Context: an optimization exercise on an open-source flow, tuned for small area, a short achievable clock period and few clock cycles per item. The choices shown serve that exercise and are no tape-out recipe. Only simulation tests tie the RTL to the original design; equivalence was not proved. Power figures rest on the tool's default switching activity, not on a simulated workload.

==> design.v <==
module gnss_framer (
    input  wire        clk,
    input  wire        rst,           
    input  wire        in_valid,
    output wire        in_ready,
    input  wire        in_fmt,        
    input  wire [7:0]  in_byte,
    output wire        rsp_valid,
    output wire        rsp_fmt,
    output wire [1:0]  rsp_kind,      
    output wire [10:0] rsp_len,       
    output wire        a_wr_valid,
    output wire [6:0]  a_wr_idx,
    output wire [23:0] a_wr_data,     
    output wire        b_wr_valid,
    output wire [10:0] b_wr_idx,
    output wire [7:0]  b_wr_data
);
    localparam [1:0] K_NONE  = 2'd0,
                     K_FRAME = 2'd1,
                     K_ERR   = 2'd2;
    localparam [2:0] S_IDLE  = 3'd0,
                     S_ABIT  = 3'd1,
                     S_BSTEP = 3'd2,
                     S_BCRC  = 3'd3,
                     S_RESP  = 3'd4;
    localparam [7:0]  PREAMBLE_A  = 8'h66;
    localparam [7:0]  PREAMBLE_B  = 8'hD3;
    localparam [24:0] CRC24Q_POLY = 25'h1864CFB;
    reg [2:0]  state;
    reg [7:0]  byte_r;
    reg        fmt_r;
    reg [2:0]  step;           
    reg [1:0]  kind_r;
    reg [10:0] len_r;
    reg [31:0] a_word;
    reg [5:0]  a_fill;         
    reg [6:0]  a_cnt;          
    reg [4:0]  a_bitc;         
    reg [6:0]  a_dlen;         
    reg        a_err;          
    reg        a_done;         
    reg [6:0]  a_n;            
    reg        a_wv;
    reg [6:0]  a_widx;
    reg [23:0] a_wdata;
    reg [10:0] b_cnt;          
    reg [10:0] b_dlen;         
    reg [1:0]  b_len_hi;       
    reg [23:0] b_crc;
    reg [23:0] b_trail;
    reg        b_wv;
    reg [10:0] b_widx;
    reg [7:0]  b_wdata;
    function [24:0] parity_decode;    
        input [31:0] w;
        reg   [31:0] u;
        reg   [5:0]  p;
        begin
            u = w[30] ? (w ^ 32'h3FFFFFC0) : w;
            p[5] = ^((u & 32'hBB1F3480) >> 6);
            p[4] = ^((u & 32'h5D8F9A40) >> 6);
            p[3] = ^((u & 32'hAEC7CD00) >> 6);
            p[2] = ^((u & 32'h5763E680) >> 6);
            p[1] = ^((u & 32'h6BB1F340) >> 6);
            p[0] = ^((u & 32'h8B7A89C0) >> 6);
            parity_decode = {(p == u[5:0]), u[29:6]};
        end
    endfunction
    wire        a_bit    = byte_r[step];
    wire [31:0] a_word_s = {a_word[30:0], a_bit};
    wire [5:0]  a_fill_s = (a_fill == 6'd32) ? 6'd32 : a_fill + 6'd1;
    wire [24:0] a_pd     = parity_decode(a_word_s);
    wire        a_ok     = a_pd[24];
    wire [23:0] a_d      = a_pd[23:0];
    wire [7:0]  a_pre    = a_word_s[30] ? ~a_word_s[29:22] : a_word_s[29:22];
    wire [4:0]  a_bitc_s = a_bitc + 5'd1;
    wire [6:0]  a_cnt_s  = a_cnt + 7'd3;
    wire [6:0]  a_dlen_s = (a_cnt_s == 7'd6) ? ({2'b00, a_d[7:3]} * 7'd3 + 7'd6) : a_dlen;
    wire [10:0] b_cnt_s  = b_cnt + 11'd1;
    wire [10:0] b_dlen_s = (b_cnt_s == 11'd3) ? ({b_len_hi, byte_r} + 11'd3) : b_dlen;
    wire        b_in_crc = (b_cnt < 11'd3) || (b_cnt < b_dlen_s);
    wire [23:0] b_trl_s  = b_in_crc ? b_trail : {b_trail[15:0], byte_r};
    wire        b_cmpl   = (b_cnt_s >= 11'd3) && (b_cnt_s >= b_dlen_s + 11'd3);
    wire [24:0] b_crc_x  = {b_crc, 1'b0} ^ {byte_r[3'd7 - step], 24'd0};
    wire [23:0] b_crc_s  = b_crc_x[24] ? (b_crc_x[23:0] ^ CRC24Q_POLY[23:0]) : b_crc_x[23:0];
    assign in_ready   = (state == S_IDLE);
    assign rsp_valid  = (state == S_RESP);
    assign rsp_fmt    = fmt_r;
    assign rsp_kind   = fmt_r ? kind_r : (a_done ? K_FRAME : (a_err ? K_ERR : K_NONE));
    assign rsp_len    = fmt_r ? len_r  : (a_done ? {4'd0, a_n} : 11'd0);
    assign a_wr_valid = a_wv;
    assign a_wr_idx   = a_widx;
    assign a_wr_data  = a_wdata;
    assign b_wr_valid = b_wv;
    assign b_wr_idx   = b_widx;
    assign b_wr_data  = b_wdata;
    always @(posedge clk) begin
        if (rst) begin
            state    <= S_IDLE;
            byte_r   <= 8'd0;
            fmt_r    <= 1'b0;
            step     <= 3'd0;
            kind_r   <= K_NONE;
            len_r    <= 11'd0;
            a_word   <= 32'd0;
            a_fill   <= 6'd0;
            a_cnt    <= 7'd0;
            a_bitc   <= 5'd0;
            a_dlen   <= 7'd0;
            a_err    <= 1'b0;
            a_done   <= 1'b0;
            a_n      <= 7'd0;
            a_wv     <= 1'b0;
            a_widx   <= 7'd0;
            a_wdata  <= 24'd0;
            b_cnt    <= 11'd0;
            b_dlen   <= 11'd0;
            b_len_hi <= 2'd0;
            b_crc    <= 24'd0;
            b_trail  <= 24'd0;
            b_wv     <= 1'b0;
            b_widx   <= 11'd0;
            b_wdata  <= 8'd0;
        end else begin
            a_wv <= 1'b0;
            b_wv <= 1'b0;
            case (state)
                S_IDLE: begin
                    if (in_valid) begin
                        byte_r <= in_byte;
                        fmt_r  <= in_fmt;
                        step   <= 3'd0;
                        a_err  <= 1'b0;
                        a_done <= 1'b0;
                        kind_r <= K_NONE;
                        len_r  <= 11'd0;
                        if (in_fmt)
                            state <= S_BSTEP;
                        else if (in_byte[7:6] == 2'b01)
                            state <= S_ABIT;
                        else
                            state <= S_RESP;        
                    end
                end
                S_ABIT: begin
                    a_word <= a_word_s;
                    a_fill <= a_fill_s;
                    if (a_cnt == 7'd0) begin
                        if (a_fill_s >= 6'd30 && a_pre == PREAMBLE_A && a_ok) begin
                            a_wv    <= 1'b1;
                            a_widx  <= 7'd0;
                            a_wdata <= a_d;
                            a_cnt   <= 7'd3;
                            a_bitc  <= 5'd0;
                        end
                    end else begin
                        a_bitc <= a_bitc_s;
                        if (a_bitc_s >= 5'd30) begin
                            a_bitc <= 5'd0;
                            if (!a_ok) begin
                                a_cnt  <= 7'd0;
                                a_word <= {30'd0, a_word_s[1:0]};
                                a_fill <= (a_fill_s < 6'd2) ? a_fill_s : 6'd2;
                                a_err  <= 1'b1;
                            end else begin
                                a_wv    <= 1'b1;
                                a_widx  <= a_cnt;
                                a_wdata <= a_d;
                                a_cnt   <= a_cnt_s;
                                a_dlen  <= a_dlen_s;
                                if (a_cnt_s >= a_dlen_s) begin
                                    a_done <= 1'b1;
                                    a_n    <= a_cnt_s;
                                    a_cnt  <= 7'd0;
                                    a_word <= {30'd0, a_word_s[1:0]};
                                    a_fill <= (a_fill_s < 6'd2) ? a_fill_s : 6'd2;
                                end
                            end
                        end
                    end
                    step <= step + 3'd1;
                    if (step == 3'd5)
                        state <= S_RESP;
                end
                S_BSTEP: begin
                    step  <= 3'd0;
                    state <= S_RESP;
                    if (b_cnt == 11'd0) begin
                        if (byte_r == PREAMBLE_B) begin
                            b_wv    <= 1'b1;
                            b_widx  <= 11'd0;
                            b_wdata <= byte_r;
                            b_cnt   <= 11'd1;
                            b_crc   <= 24'd0;
                            state   <= S_BCRC;
                        end
                    end else begin
                        b_wv    <= 1'b1;
                        b_widx  <= b_cnt;
                        b_wdata <= byte_r;
                        b_cnt   <= b_cnt_s;
                        b_dlen  <= b_dlen_s;
                        b_trail <= b_trl_s;
                        if (b_cnt == 11'd1)
                            b_len_hi <= byte_r[1:0];
                        if (b_in_crc)
                            state <= S_BCRC;
                        if (b_cmpl) begin
                            b_cnt <= 11'd0;
                            if (b_crc == b_trl_s) begin
                                kind_r <= K_FRAME;
                                len_r  <= b_cnt_s;
                            end else begin
                                kind_r <= K_ERR;
                            end
                        end
                    end
                end
                S_BCRC: begin
                    b_crc <= b_crc_s;
                    step  <= step + 3'd1;
                    if (step == 3'd7)
                        state <= S_RESP;
                end
                S_RESP: begin
                    state <= S_IDLE;
                end
                default: state <= S_IDLE;
            endcase
        end
    end
endmodule
==> run.sh <==
#!/bin/bash
# synth_recipe.tcl (not shown) runs the flow's synth.tcl, then flattens the netlist and writes it again
# the make line also repeats each setting of config.mk as NAME=value (left out here)
make -C /OpenROAD-flow-scripts/flow DESIGN_CONFIG=/design/flow/config.mk WORK_HOME=/design/flow/orfs CLKGATE_MAP_FILE= SYNTH_SCRIPT=/design/flow/synth_recipe.tcl finish
==> config.mk <==
export PLATFORM = sky130hd
export DESIGN_NAME = gnss_framer
export DESIGN_NICKNAME = gnss_framer
export VERILOG_FILES = /design/flow/design.v
export SDC_FILE = /design/flow/constraint.sdc
export NUM_CORES = 4
export LEC_CHECK = 0
export CAP_MARGIN = 20
export CORE_MARGIN = 2
export CORE_UTILIZATION = 40
export SLEW_MARGIN = 20
==> constraint.sdc <==
create_clock -name core_clock -period 10.0 [get_ports {clk}]
set_input_delay 2.0000 -clock core_clock [delete_from_list [all_inputs] [get_ports {clk}]]
set_output_delay 2.0000 -clock core_clock [all_outputs]
set_load 0.01 [all_outputs]
==> results.txt <==
worst reg2reg path depth=23; met2 Track Usage GR=32.24%; Logic pwr share=5.0%; syn nets=1569; IR drop worst, VDD=0.0001106 V; Vias=10420; crit-path max FO=24; clock sink total=217; # IOs=80; RSZ-0062 raised after global routing=no; Max Cap Viol=0; Mapped Cells=1509; Max Slew Vio Count=0; Hold Crit Depth=2; Synth top area share=35.52%; port bufs=79; Net Sw Frac=23.23%; TritonRoute pass-1 iters=5; Clock Latency Late Sink=0.54 ns; Reg power frac=46.1%; Final Cycle Share=62.14%; Least-Margin Pin Slew=0.9077 ns; Worst Path Arrival=6.68 ns; final instance area=0.01400 mm^2; CP Capture Type=flop; vias in the first global route=9682; Mean Syn Cell Area=8.104 um^2; First DRT Iteration DRCs=720; Max Root-Sink Buffers=3; cts hold-fix bufs=0; clock-pin slew on the worst setup and hold paths=0.06 ns; R2R Path Start=b_cnt[0]$_SDFFE_PP0P_; post-CTS resize count=0; final setup skew=0.01266 ns; number of post-CTS setup repair buffers=0; power density cells=137.8 mW/mm^2; mapped cell area=0.01223 mm^2; P_leak=0.005104 uW; Core ar.=0.03035 mm^2; area grow syn2layout=14.45%; Commonest cells post-synth=dfxtp_1, nand2_1, nor2_1; initial core utilization=40.30%; Detail Route Antenna Nets=0; Area contributors post-synth=dfxtp_1, xnor2_1, nand2_1, a21oi_1, nor2_1; Final Setup Violations=0; synth warn=1; share of cells above drive strength 1=5.936%; Placer Congestion=0.9074; hold slack=0.4520 ns; first-pass GRT wire length=52530 um; drt wl/cell=16.94 um; final hold viol count=0; Highest Clock Rate=0.1609 GHz; drt total wl=32670 um; crit start category=flop; drt drc=0; CTS root buffer=clkbuf_16; Yosys reg bits=217; Die ar.=0.03199 mm^2; FFs w/ async S/R, synth=0%; Cell variety after synth=84; WS Path Type=reg2reg; Clock Power Share=48.8%; Die Span X=178.9 um; post-DR vias/cell=5.400; Num CTS Buffers=25; Post-synth EDFFs=0; dpl cell area=0.01315 mm^2; Synth area leader=dfxtp_1; top-count cell post-synth=dfxtp_1; Int Power=1481 uW; worst hold path endpoint=a_dlen[5]$_SDFFE_PP0P_; # rows=64; Rel. slew slack=39.26%; WP data required=10.46 ns; worst r2r dst=len_r[5]$_SDFFE_PP0P_; post-synthesis sequential area ratio=35.52%; run status=finished clean; met3 Use GR=2.651%; Detail Placement HPWL=22950 um; switching pwr=448.2 uW; H-Tree Depth=1; HP Class=reg2reg; GR Util met1=28.95%; clock tree from TritonCTS=built; busiest layer in global routing=met2; Hold Path Origin=a_dlen[5]$_SDFFE_PP0P_; chip height=178.9 um; initial antenna violation count=0; Nets=1576; Total Neg Setup Slack=0 ns; commonest register cell after synthesis=dfxtp_1; # diodes=0; largest net degree at the start of global routing=119; total track usage=20.41%; Final Critical Period=6.214 ns; grt total ovfl=0; Reg2Reg Setup Slack=3.79 ns
## stage by stage
stage          utilization, %  instances  worst slack [ns]  total power (uW)
6_report                46.12       1929             3.786              1929
5_1_grt                 46.12       1929             3.200              2003
4_1_cts                 46.12       1929             3.829              1956
3_5_place_dp            43.33       1885             3.845              1006
3_3_place_gp            43.33       1885             4.094              1006
2_1_floorplan               -       1509             4.709             969.8
## flip-flops by register name, indices dropped and copies added (netlist names), 6 cells and up
register	count
a_wdata	24
b_crc	24
len_r	11
b_trail	24
b_wdata	8
byte_r	8
a_dlen	7
a_widx	7
a_cnt	7
a_fill	6
a_n	7
b_widx	11
b_cnt	11
a_word	31
b_dlen	11
## layer usage
metal | wire [um] | part of all wire (%)
met1 | 15860 | 49
met2 | 14600 | 45
met3 | 1358 | 4.2
met4 | 858 | 2.6
met5 | 0 | 0
## cells by family (layout without fill, tap and decap cells)
family,Yosys count,in the layout,share of synthesized area (%)
DFF,217,217,35.52
AOI/OAI and AO/OA,327,327,17.70
muxes,62,62,5.494
xor gates and xnor gates,141,141,10.44
and+or+nand+nor,541,541,20.05
adders and majority gates,48,48,4.972
buffers and inverters,173,197,5.822
## layout by cell type, fill, tap and decap left out, types with 47 or more instances in the layout
cell type,Yosys,routed
ha_1,47,47
a21oi_1,134,134
mux2i_1,57,57
dfxtp_1,217,216
xnor2_1,88,88
clkdlybuf4s50_1,0,78
nor2_1,157,156
inv_1,58,58
xor2_1,50,50
nand3_1,54,54
nand2_1,199,199
## power groups by stage
stage          Combinational [uW]  Clock (uW)  Sequential, uW
3_3_place_gp                 96.6           0             909
5_1_grt                       106        1000             892
4_1_cts                      97.3         969             890
6_report                     97.1         942             890
2_1_floorplan                77.4           0             892
3_5_place_dp                 96.9           0             909
## how the worst max path moves through the flow
| stage | from | end | slack [ns] |
|---|---|---|---|
| floorplan | b_cnt[1]$_SDFFE_PP0P_ | len_r[7]$_SDFFE_PP0P_ | 4.71 |
| global route | b_cnt[0]$_SDFFE_PP0P_ | len_r[4]$_SDFFE_PP0P_ | 3.20 |
| CTS | b_cnt[0]$_SDFFE_PP0P_ | len_r[5]$_SDFFE_PP0P_ | 3.83 |
| detailed placement | b_cnt[0]$_SDFFE_PP0P_ | len_r[5]$_SDFFE_PP0P_ | 3.84 |
| finish | b_cnt[0]$_SDFFE_PP0P_ | len_r[5]$_SDFFE_PP0P_ | 3.79 |
| global placement | b_cnt[0]$_SDFFE_PP0P_ | len_r[0]$_SDFFE_PP0P_ | 4.09 |
## cell type report
type                            instances  area [um^2]
Timing Repair Buffer                   95        912.1
Multi-Input combinational cell       1119         7179
Clock inverter                          7        125.1
Sequential cell                       217         4345
Inverter                               58        217.7
Fill cell                            3001        16350
Tap cell                              396        495.5
Clock buffer                           37        720.7
## worst max-delay path, cell delays in order (launching register included)
cell	delay, ns
dfxtp_1	0.66
ha_1	0.42
and3_1	0.24
a31oi_1	0.10
nor4_1	0.39
nand3_1	0.13
buf_4	0.24
o21ai_0	0.29
inv_1	0.11
ha_1	0.22
nor3_1	0.35
a21boi_0	0.36
nand3b_1	0.17
nor3_1	0.24
xor2_1	0.19
ha_1	0.26
nand4_1	0.09
nor2_1	0.05
o31a_1	0.23
o2111ai_1	0.17
a31o_2	0.30
a22oi_1	0.15
o221ai_2	0.58
o2bb2ai_1	0.18
Testbench counts, summed over its fixed seeds: cycles 174,474, bytes 19,200.

## afterwards: timing with drivers on the ports
The flow's constraints put no driver on any port. The routed layout listed below was extracted and timed again, unchanged, in two steps.
Step 1 assumes that a clkbuf_16 drives the clock port and a buf_2 every other input.
Step 2, shift: input delay + t, output delay - t, t = (earliest + latest rising clock arrival at the registers) / 2. This alone moves slack from input paths to output paths.
Slacks: no drivers / after step 1 / after step 2; pairs: no drivers / after step 1.
t (ns): 0.589
setup slack, ns: 3.786 / 3.786 / 3.786
clock arrival spread, ns: 0.013 / 0.013
worst data-port slew with drivers (ns): 0.04
pins driven straight from the clock port: 1
After both steps this run still meets setup and hold. For this run, drivers alone change the setup slack by 0.000 ns; drivers and shift together by 0.000 ns.
